This design comes from an exercise in tuning for small area, a short achievable clock period and few clock cycles on the open sky130 flow, not from production work. Function was checked by simulation only, so behaviour that the tests miss may differ from the original.

==> run X: inputs <==
## dab_fv
module dab_fv (
    input  wire        clk,
    input  wire        rst,           
    input  wire        req_valid,
    output wire        req_ready,
    input  wire [31:0] req_cw,
    input  wire [63:0] req_opa,
    input  wire [63:0] req_opb,
    output reg         rsp_valid,
    output reg  [3:0]  rsp_status,
    output reg  [63:0] rsp_res
);
==> flow/config.mk <==
export PLATFORM = sky130hd
export DESIGN_NAME = dab_fv
export DESIGN_NICKNAME = dab_fv
export VERILOG_FILES = /design/flow/design.v
export SDC_FILE = /design/flow/constraint.sdc
export NUM_CORES = 4
export LEC_CHECK = 0
export CAP_MARGIN = 30
export CELL_PAD_IN_SITES_DETAIL_PLACEMENT = 1
export CELL_PAD_IN_SITES_GLOBAL_PLACEMENT = 2
export CORE_MARGIN = 2
export CORE_UTILIZATION = 20
export PLACE_DENSITY = 0.45
export SLEW_MARGIN = 40
==> flow/constraint.sdc <==
create_clock -name core_clock -period 12.0 [get_ports {clk}]
set_input_delay 2.4000 -clock core_clock [delete_from_list [all_inputs] [get_ports {clk}]]
set_output_delay 2.4000 -clock core_clock [all_outputs]
set_load 0.01 [all_outputs]
standard.sh (not shown) runs the stock make flow with config.mk's settings and CLKGATE_MAP_FILE= SYNTH_SCRIPT=/design/flow/synth_recipe.tcl, a recipe that flattens the netlist after the stock synthesis.
==> flow/flow/run.sh <==
#!/bin/bash
set -euo pipefail
bash standard.sh SETUP_SLACK_MARGIN=7.5 finish > layout.log 2>&1
==> run F (differences from run X) <==
--- a/flow/design.v
+++ b/flow/design.v
@@ -147,56 +147,48 @@
     reg  [9:0]  q_opb;
     reg         q_opb_hi;        
     reg         q_rbad;          
     reg         q_wovf;          
     reg  [8:0]  q_s;             
     reg  [2:0]  q_pad;           
     reg  [4:0]  q_q;             
-    reg  [63:0] q_wv;            
+    reg  [5:0]  q_wamt;          
     reg  [9:0]  q_plen;
     reg  [10:0] q_pend;          
     reg         q_phc, q_pcfgd;
     reg  [2:0]  q_mpad;          
     reg  [3:0]  q_mq;            
-    wire [63:0] i_rev;
     genvar gk;
-    generate
-        for (gk = 0; gk < 64; gk = gk + 1) begin : g_irev
-            assign i_rev[gk] = req_opa[63-gk];
-        end
-    endgenerate
-    wire [5:0]   i_wm  = ~iw[5:0];                  
-    wire [127:0] i_w6 = {i_rev, i_rev};
-    wire [95:0]  i_w5 = i_wm[5] ? i_w6[127:32] : i_w6[95:0];
-    wire [79:0]  i_w4 = i_wm[4] ? i_w5[95:16] : i_w5[79:0];
-    wire [71:0]  i_w3 = i_wm[3] ? i_w4[79:8]  : i_w4[71:0];
-    wire [67:0]  i_w2 = i_wm[2] ? i_w3[71:4]  : i_w3[67:0];
-    wire [65:0]  i_w1 = i_wm[1] ? i_w2[67:2]  : i_w2[65:0];
-    wire [63:0]  i_wv = i_wm[0] ? i_w1[65:1]  : i_w1[63:0];
     wire [10:0] wr_end  = {1'b0, bbwr} + {4'd0, q_cw[6:0]};
     wire        e_cmd   = q_valid & (op_left == 4'd0);
     wire        wr_ok   = e_cmd & q_cmd[C_WR] & ~q_wbad & ~q_wovf;
     wire        bb_zero = rst_q | (e_cmd & q_cmd[C_BRST]);
-    wire [10:0] i_sum   = {1'b0, req_opa[9:0]} + {1'b0, req_opb[9:0]};
-    wire        i_rbad  = (|req_opa[63:10]) | (|req_opb[63:10]) |
-                          (bb_zero ? (i_sum != 11'd0) : wr_ok ? (i_sum > wr_end) : (i_sum > {1'b0, bbwr}));
-    wire [10:0] i_wend0 = {1'b0, bbwr} + {4'd0, iw[6:0]};
-    wire [10:0] i_wend1 = wr_end + {4'd0, iw[6:0]};
-    wire        i_wovf  = ~bb_zero & (wr_ok ? (i_wend1 > 11'd512) : (i_wend0 > 11'd512));
+    wire [10:0] nx_bbwr = bb_zero ? 11'd0 : wr_ok ? wr_end : {1'b0, bbwr};
+    wire [10:0] nx_free = 11'd512 - nx_bbwr;
+    wire [10:0] cs_a    = {1'b0, req_opa[9:0]};
+    wire [10:0] cs_b    = {1'b0, req_opb[9:0]};
+    wire [10:0] cs_c    = ~nx_bbwr;
+    wire [10:0] cs_s    = cs_a ^ cs_b ^ cs_c;
+    wire [11:0] cs_y    = {(cs_a & cs_b) | (cs_a & cs_c) | (cs_b & cs_c), 1'b0};
+    wire [12:0] cs_t    = {2'b00, cs_s} + {1'b0, cs_y};
+    wire        i_rbad  = (|req_opa[63:10]) | (|req_opb[63:10]) | (cs_t[12:11] != 2'b00);
+    wire        i_wovf  = {4'd0, iw[6:0]} > nx_free;
     wire [2:0]  i_sid   = iw[2:0];
     wire        i_fwd   = q_valid & q_cmd[C_MCFG] & (q_cw[7:3] == 5'd0) &
                           ~(q_cw[8] & (q_opa[2:0] != 3'd0)) & (q_cw[2:0] == i_sid);
     wire [9:0]  i_plen  = rst_q ? 10'd0 : i_fwd ? (q_opa_hi ? 10'd1023 : q_opa[9:0]) : sc_plen[i_sid];
     wire        i_phc   = ~rst_q & (i_fwd ? q_cw[8] : sc_hc[i_sid]);
     wire        i_pcfgd = ~rst_q & (i_fwd | sc_cfgd[i_sid]);
     wire [6:0]  i_mn    = i_plen[9:3] + 7'd2;                
     wire [2:0]  i_mpad  = 3'd0 - i_mn[2:0];
     always @(posedge clk) begin
         q_valid  <= take;
-        q_wv     <= i_wv;
+        q_wamt   <= bb_zero ? 6'd0 - iw[5:0]
+                  : wr_ok   ? 6'd0 - wr_end[5:0] - iw[5:0]
+                  :           6'd0 - bbwr[5:0] - iw[5:0];
         q_plen   <= i_plen;
         q_pend   <= {1'b0, i_plen} + 11'd16;
         q_phc    <= i_phc;
         q_pcfgd  <= i_pcfgd;
         q_mpad   <= i_mpad;
         q_mq     <= i_mn[6:3] + {3'd0, (i_mn[2:0] != 3'd0)};
         q_cmd    <= i_cmd;
@@ -252,78 +244,83 @@
                                    q_cmd[C_MPARSE] | q_cmd[C_LATCH]));
     wire e_restart = q_valid & ~opc & (q_cmd[C_BRST] | q_cmd[C_FNEW] | q_cmd[C_LATCH] |
                                         q_cmd[C_COMMIT] | (q_cmd[C_RD] & ~q_t));
     wire [4:0] sp_endh = {1'b0, sp_ptr[9:6]} + 5'd1;       
     wire bg_go = ~e_rot & ~e_restart & ~rst_q & (fstate == 2'd0) & (sp_n != 3'd4) &
                  ({1'b0, bbwr} >= {sp_endh, sp_ptr[5:0]});
     wire        wr_go = cons & q_cmd[C_WR] & ~q_wbad & ~wr_ovf;
-    reg  [5:0]   wr_m;
-    wire [127:0] wr_dbl = {q_wv, q_wv};
+    wire [63:0] opa_rev;
+    generate
+        for (gk = 0; gk < 64; gk = gk + 1) begin : g_orev
+            assign opa_rev[gk] = q_opa[63-gk];
+        end
+    endgenerate
+    wire [5:0]   wr_m   = q_wamt;
+    wire [127:0] wr_dbl = {opa_rev, opa_rev};
     wire [95:0]  wr5 = wr_m[5] ? wr_dbl[127:32] : wr_dbl[95:0];
     wire [79:0]  wr4 = wr_m[4] ? wr5[95:16] : wr5[79:0];
     wire [71:0]  wr3 = wr_m[3] ? wr4[79:8]  : wr4[71:0];
     wire [67:0]  wr2 = wr_m[2] ? wr3[71:4]  : wr3[67:0];
     wire [65:0]  wr1 = wr_m[1] ? wr2[67:2]  : wr2[65:0];
     wire [63:0]  wr_rot = wr_m[0] ? wr1[65:1] : wr1[63:0];
     wire [63:0]  wr_ge = {64{1'b1}} << bbwr[5:0];           
-    integer wk, wt;
+    reg  [63:0]  wr_tail;
+    wire [63:0]  wr_word = (wr_ge & wr_rot) | (~wr_ge & wr_tail);
+    wire         wr_cross = wr_go & (wr_end[9:6] != {1'b0, bbwr[8:6]});
+    integer wk;
     always @(posedge clk) begin
+        wr_tail <= wr_cross ? wr_rot : wr_word;
         for (wk = 0; wk < 8; wk = wk + 1)
-            for (wt = 0; wt < 64; wt = wt + 1)
-                if (!bbwr[9] && (wr_ge[wt] ? (bbwr[8:6] == wk)
-                                           : (bbwr[8:6] != 3'd7 && bbwr[8:6] + 3'd1 == wk)))
-                    bb[64*wk + wt] <= wr_rot[wt];
+            if (!bbwr[9] && bbwr[8:6] == wk)
+                bb[64*wk +: 64] <= wr_word;
     end
     reg        f_v, f_rsp;
     reg [3:0]  f_st;
-    reg [10:0] f_res;
+    reg [15:0] f_res;                  
     reg        f_rd, f_fib;
     reg        f_fc;                   
     reg        f_oc;                   
     reg        f_first, f_last;
     reg [1:0]  f_kind;
     reg [8:0]  f_x;
     reg [6:0]  f_keep;
     reg [2:0]  f_pad;
-    reg [15:0] f_exp;
     reg [1:0]  f_slot, f_j;
     reg        f_sr8, f_sr9, f_commit, f_ficnew, f_bbrst, f_mscimm;
     reg [3:0] left_nx;
     reg [9:0] bbwr_n, bbrd_n, bbrem_n;
     reg [1:0] fstate_n;
     reg [2:0] sp_n_n;
     reg       mcfg_now;
     integer i;
     always @(posedge clk) begin
         f_v      <= 1'b0;
         f_rsp    <= 1'b0;
         f_st     <= ST_OK;
-        f_res    <= 11'd0;
+        f_res    <= 16'd0;
         f_rd     <= 1'b0;
         f_fib    <= 1'b0;
         f_fc     <= 1'b0;
         f_oc     <= 1'b0;
         f_first  <= 1'b0;
         f_last   <= 1'b0;
         f_kind   <= op_kind;
         f_x      <= sp_ptr[8:0];
         f_keep   <= 7'd64;
         f_pad    <= 3'd0;
-        f_exp    <= op_exp;
         f_slot   <= fibn[1:0];
         f_j      <= sp_n[1:0];
         f_sr8    <= 1'b0;
         f_sr9    <= 1'b0;
         f_commit <= 1'b0;
         f_ficnew <= 1'b0;
         f_bbrst  <= 1'b0;
         f_mscimm <= 1'b0;
         if (rst_q) begin
             bbwr        <= 10'd0;
-            wr_m        <= 6'd1;
             bbrd        <= 10'd0;
             bbrem       <= 10'd0;
             vwvalid     <= 1'b0;
             vwbase      <= 10'd0;
             vwlen       <= 10'd0;
             vwrd        <= 10'd0;
             vwabs       <= 10'd0;
@@ -353,14 +350,15 @@
             if (bg_go) begin
                 f_fc    <= 1'b1;
                 f_first <= sp_n == 3'd0;
             end
             if (opc) begin
                 left_nx  = op_left - 4'd1;
                 f_v      <= 1'b1;
+                f_res    <= (op_kind == K_LATCH) ? 16'd0 : op_exp;
                 f_x      <= ptr;
                 f_last   <= op_left == 4'd1;
                 f_rsp    <= op_left == 4'd1;
                 f_j      <= lj;
                 if (op_kind == K_LATCH) begin
                     f_fc    <= 1'b1;
                 end else begin
@@ -370,15 +368,15 @@
                 lj       <= lj + 2'd1;
             end else if (q_valid) begin
                 f_v   <= 1'b1;
                 f_rsp <= 1'b1;
                 if (q_cmd[C_RDSR]) begin
                     if (imm > 8'd11) f_st <= ST_ILL_OPND;
                     else begin
-                        f_res <= sr_value;
+                        f_res <= {5'd0, sr_value};
                         f_sr8 <= imm[3:0] == 4'd8;
                         f_sr9 <= imm[3:0] == 4'd9;
                     end
                 end else if (q_cmd[C_WR]) begin
                     if (q_wbad)      f_st <= ST_ILL_OPND;
                     else if (wr_ovf) f_st <= ST_OVERFLOW;
                     else begin
@@ -402,16 +400,16 @@
                                 bbrd_n  = bbrd + {3'd0, w7};
                                 bbrem_n = bbrem - {3'd0, w7};
                             end
                         end
                     end
                 end else if (q_cmd[C_REM]) begin
                     if (q_t && !vwvalid) f_st  <= ST_ILL_STATE;
-                    else if (q_t)        f_res <= {1'b0, vwrem};
-                    else                 f_res <= {1'b0, bbrem};
+                    else if (q_t)        f_res <= {6'd0, vwrem};
+                    else                 f_res <= {6'd0, bbrem};
                 end else if (q_cmd[C_BRST]) begin
                     bbwr_n      = 10'd0;
                     bbrd_n      = 10'd0;
                     bbrem_n     = 10'd0;
                     vwvalid     <= 1'b0;
                     vwbase      <= 10'd0;
                     vwlen       <= 10'd0;
@@ -434,24 +432,24 @@
                         vwabs   <= q_opa[9:0];
                         vwrem   <= q_opb;
                     end
                 end else if (q_cmd[C_CCOMP] | q_cmd[C_CVER]) begin
                     f_x     <= q_s;
                     f_keep  <= (q_q == 5'd0) ? 7'd0 : 7'd64 - {1'b0, q_pad, 3'd0};
                     f_pad   <= q_pad;
-                    f_exp   <= q_cw;
                     f_kind  <= q_cmd[C_CCOMP] ? K_COMP : K_VER;
                     f_first <= 1'b1;
                     op_kind <= q_cmd[C_CCOMP] ? K_COMP : K_VER;
                     op_exp  <= q_cw;
                     ptr     <= q_s + 9'd64;
                     if (q_opb[2:0] != 3'd0) f_st <= ST_ILL_OPND;
                     else if (range_bad)     f_st <= ST_RANGE;
                     else begin
                         f_oc    <= 1'b1;
+                        f_res   <= q_cw;
                         f_last  <= q_q[3:0] <= 4'd1;
                         if (q_q[3:0] > 4'd1) begin
                             f_rsp   <= 1'b0;
                             left_nx = q_q[3:0] - 4'd1;
                         end
                     end
                 end else if (q_cmd[C_FCFG]) begin
@@ -491,15 +489,15 @@
                         fibn     <= fibn + 3'd1;
                         fstate_n = (fibn + 3'd1 < fibcount) ? 2'd0 : 2'd2;
                     end
                 end else if (q_cmd[C_FIBRD]) begin
                     if ({1'b0, q_cw[9:8]} >= fibn) f_st <= ST_ILL_STATE;
                     else begin
                         f_fib <= 1'b1;
-                        f_res <= {4'd0, q_cw[9:8], q_cw[4:0]};
+                        f_res <= {9'd0, q_cw[9:8], q_cw[4:0]};
                     end
                 end else if (q_cmd[C_MCFG]) begin
                     mcfg_now = 1'b1;
                     if (!sid_ok)                            f_st <= ST_ILL_OPND;
                     else if (q_cw[8] && q_opa[2:0] != 3'd0) f_st <= ST_ILL_OPND;
                     else begin
                         sc_cfgd[sid] <= 1'b1;
@@ -523,15 +521,15 @@
                         msc_present <= 1'b1;
                         msc_subch   <= sid;
                         msc_base    <= vwbase;
                         msc_len     <= p_len;
                         msc_hascrc  <= p_hc;
                         if (!p_hc || {1'b0, vwlen} < p_end) begin
                             f_mscimm <= 1'b1;
-                            f_res    <= {10'd0, !p_hc};
+                            f_res    <= {15'd0, !p_hc};
                         end else begin
                             f_oc    <= 1'b1;
                             f_last  <= m_q == 4'd1;
                             if (m_q != 4'd1) begin
                                 f_rsp   <= 1'b0;
                                 left_nx = m_q - 4'd1;
                             end
@@ -546,15 +544,14 @@
                 sp_ptr   <= bbrd_n;
             end else begin
                 sp_n_n   = sp_n + {2'd0, bg_go};
                 if (bg_go) sp_ptr <= {sp_endh[3:0], sp_ptr[5:0]};
             end
             sp_n    <= sp_n_n;
             bbwr    <= bbwr_n;
-            wr_m    <= 6'd1 - bbwr_n[5:0];
             bbrd    <= bbrd_n;
             bbrem   <= bbrem_n;
             fstate  <= fstate_n;
             op_left <= left_nx;
             rdy     <= ~(take & ((i_cmd[C_LATCH] & (sp_n_n < 3'd3)) |
                                  (i_cmd[C_MPARSE] & (mcfg_now | sc_long[iw[2:0]])) |
                                  ((i_cmd[C_CCOMP] | i_cmd[C_CVER]) & (i_q > 5'd1))))
@@ -587,40 +584,38 @@
     always @(*) begin
         fib_byte = 8'd0;
         for (fb = 0; fb < 128; fb = fb + 1)
             fib_byte = fib_byte | (fibmem[fb / 32][255 - 8*(fb % 32) -: 8] & {8{f_res[6:0] == fb}});
     end
     reg        p_v, p_rsp;
     reg [3:0]  p_st;
-    reg [10:0] p_res;
+    reg [15:0] p_res;
     reg [79:0] p_sh;
     reg [3:0]  p_x;
     reg        p_rd, p_fc, p_oc, p_first, p_last;
     reg [1:0]  p_kind;
     reg [6:0]  p_keep;
     reg [2:0]  p_pad;
-    reg [15:0] p_exp;
     reg [1:0]  p_slot, p_j;
     reg        p_sr8, p_sr9, p_commit, p_ficnew, p_bbrst, p_mscimm;
     always @(posedge clk) begin
         p_v      <= f_v & ~rst;
         p_fc     <= f_fc & ~rst;
         p_rsp    <= f_rsp;
         p_st     <= f_st;
-        p_res    <= f_fib ? {3'd0, fib_byte} : f_res;
+        p_res    <= f_fib ? {8'd0, fib_byte} : f_res;
         p_sh     <= sh4;
         p_x      <= f_x[3:0];
         p_rd     <= f_rd;
         p_oc     <= f_oc;
         p_first  <= f_first;
         p_last   <= f_last;
         p_kind   <= f_kind;
         p_keep   <= f_keep;
         p_pad    <= f_pad;
-        p_exp    <= f_exp;
         p_slot   <= f_slot;
         p_j      <= f_j;
         p_sr8    <= f_sr8;
         p_sr9    <= f_sr9;
         p_commit <= f_commit;
         p_ficnew <= f_ficnew;
         p_bbrst  <= f_bbrst;
@@ -643,20 +638,19 @@
             for (fj = 0; fj < 4; fj = fj + 1)
                 if (p_fc && p_slot == fk && p_j == fj)
                     fibmem[fk][255 - 64*fj -: 64] <= rd_word;
     end
     reg        g_v, g_rsp;
     reg [3:0]  g_st;
     reg [63:0] g_data;
-    reg [10:0] g_res;
+    reg [15:0] g_res;
     reg        g_rd;
     reg        g_fc, g_oc, g_first, g_last, g_empty, g_j3;
     reg [1:0]  g_kind;
     reg [2:0]  g_pad;
-    reg [15:0] g_exp;
     reg [1:0]  g_slot;
     reg        g_sr8, g_sr9, g_commit, g_ficnew, g_bbrst, g_mscimm;
     always @(posedge clk) begin
         g_v      <= p_v & ~rst;
         g_fc     <= p_fc & ~rst;
         g_rsp    <= p_rsp;
         g_st     <= p_st;
@@ -666,15 +660,14 @@
         g_oc     <= p_oc;
         g_first  <= p_first;
         g_last   <= p_last;
         g_empty  <= p_keep == 7'd0;
         g_j3     <= p_j == 2'd3;
         g_kind   <= p_kind;
         g_pad    <= p_pad;
-        g_exp    <= p_exp;
         g_slot   <= p_slot;
         g_sr8    <= p_sr8;
         g_sr9    <= p_sr9;
         g_commit <= p_commit;
         g_ficnew <= p_ficnew;
         g_bbrst  <= p_bbrst;
         g_mscimm <= p_mscimm;
@@ -709,21 +702,21 @@
                 if (g_bbrst)  msc_valid <= 1'b0;
                 if (g_mscimm) msc_valid <= g_res[0];
             end
         end
     end
     always @(posedge clk) begin
         rsp_valid <= g_v & g_rsp & ~rst;
-        if (g_v) begin
+        begin
             rsp_status <= g_st;
-            rsp_res    <= g_rd ? g_data : {53'd0, g_res};
+            rsp_res    <= g_rd ? g_data : {48'd0, g_res};
             if (g_oc && g_last) begin
                 case (g_kind)
                     K_COMP:  rsp_res <= {48'd0, crc_fin};
-                    K_VER:   rsp_res <= {63'd0, crc_fin == g_exp};
+                    K_VER:   rsp_res <= {63'd0, crc_fin == g_res};
                     default: rsp_res <= {63'd0, crc_ok};
                 endcase
             end
             if (g_sr8)    rsp_res[9:5] <= {framevalid, fibvalid};
             if (g_sr9)    rsp_res[2]   <= msc_valid;
             if (g_commit) rsp_res      <= {63'd0, fib_v};
         end
--- a/flow/config.mk
+++ b/flow/config.mk
@@ -6,9 +6,11 @@
 export NUM_CORES = 4
 export LEC_CHECK = 0
 export CAP_MARGIN = 30
 export CELL_PAD_IN_SITES_DETAIL_PLACEMENT = 1
 export CELL_PAD_IN_SITES_GLOBAL_PLACEMENT = 2
 export CORE_MARGIN = 2
 export CORE_UTILIZATION = 20
+export CTS_CLUSTER_DIAMETER = 100
+export CTS_CLUSTER_SIZE = 20
 export PLACE_DENSITY = 0.45
 export SLEW_MARGIN = 40
==> run B (differences from run X) <==
==> flow/run.sh (new file) <==
#!/bin/bash
# synth_recipe.tcl (not shown) runs the flow's synth.tcl, then flattens the netlist and writes it again
# the make line also repeats each setting of config.mk as NAME=value (left out here)
make -C /OpenROAD-flow-scripts/flow DESIGN_CONFIG=/design/flow/config.mk WORK_HOME=/design/flow/orfs CLKGATE_MAP_FILE= SYNTH_SCRIPT=/design/flow/synth_recipe.tcl finish
removed: flow/flow/run.sh
removed: flow/standard.sh
==> results.yml <==
run_status:
  status: "timing/DRC/antenna clean"
timing:
  fin_crit_sh_pct: 38.7
  slew_headroom_pct: 33.3
  max_freq_ghz: 0.215
yosys:
  synth_fa_ha_area_share_pct: 2.12
routing:
  met2_wirelength_mm: 292
  drtIter0Drc: 9542
  wirelength_mm: 648
global_route:
  grt_pass1_vias: 95600
setup_path:
  startpoint_type: "register"
That was run X.
==> results.yml <==
run_status:
  status: "timing/DRC/antenna clean"
timing:
  slew_headroom_pct: 29.2
  fin_crit_sh_pct: 47.2
  max_freq_ghz: 0.177
setup_path:
  startpoint_type: "primary input"
routing:
  met2_wirelength_mm: 290
  drtIter0Drc: 10500
global_route:
  grt_pass1_vias: 95200
That was run B.
==> results.yml <==
setup_path:
  startpoint_type: "register"
worst_hold_path:
  holdPathStages: 0
  hp-start: "f_st[2]$_SDFF_PP0_"
yosys:
  synth.most_common_cell: "edfxtp_1"
  synth_area_leaders: "edfxtp_1, dfxtp_1, mux4_2"
timing:
  fin_crit_sh_pct: 37.4
  slew_headroom_pct: 31.1
  max_freq_ghz: 0.223
layout:
  num-multi-input-gates: 5540
  synthToLayoutAreaGrowth_pct: 18.9
run_status:
  status: "timing/DRC/antenna clean"
floorplanning:
  core_um2: 549000
routing:
  wirelength_mm: 547
  dr.pass1.iters: 6
That was run F.
Testbench counts of run X, summed over its fixed seeds: cycles 4,569.
Testbench counts of run F, summed over its fixed seeds: cycles 4,569.
Testbench counts of run B, summed over its fixed seeds: cycles 4,569.

what the ideal ports hide:
How much do the figures lean on ideal ports? The routed layouts below were timed once more, with nothing changed but the port constraints.
Step 1 sets driving cells, clkbuf_16 on the clock port and buf_2 on the other inputs (assumed; they add their load-dependent delay and slew).
Step 2 also shifts input and output timing later by t, the mid clock arrival at the registers, as if the neighbouring blocks saw the same clock.
a / b / c = ideal / step 1 / step 2; a / b = the first two.
run | t, ns | setup WS [ns] | worst setup path at the end | latest minus earliest clock arrival (ns)
run X | 1.119 | 7.354 / 7.354 / 6.255 | input to register | 0.141 / 0.140
run F | 1.042 | 7.511 / 7.511 / 6.688 | input to register | 0.105 / 0.104
run B | 1.095 | 6.341 / 6.438 / 5.343 | input to register | 0.113 / 0.113
After both steps every run listed still meets setup and hold. For run X, which loses most, drivers alone change the setup slack by 0.000 ns; drivers and shift together by -1.099 ns.
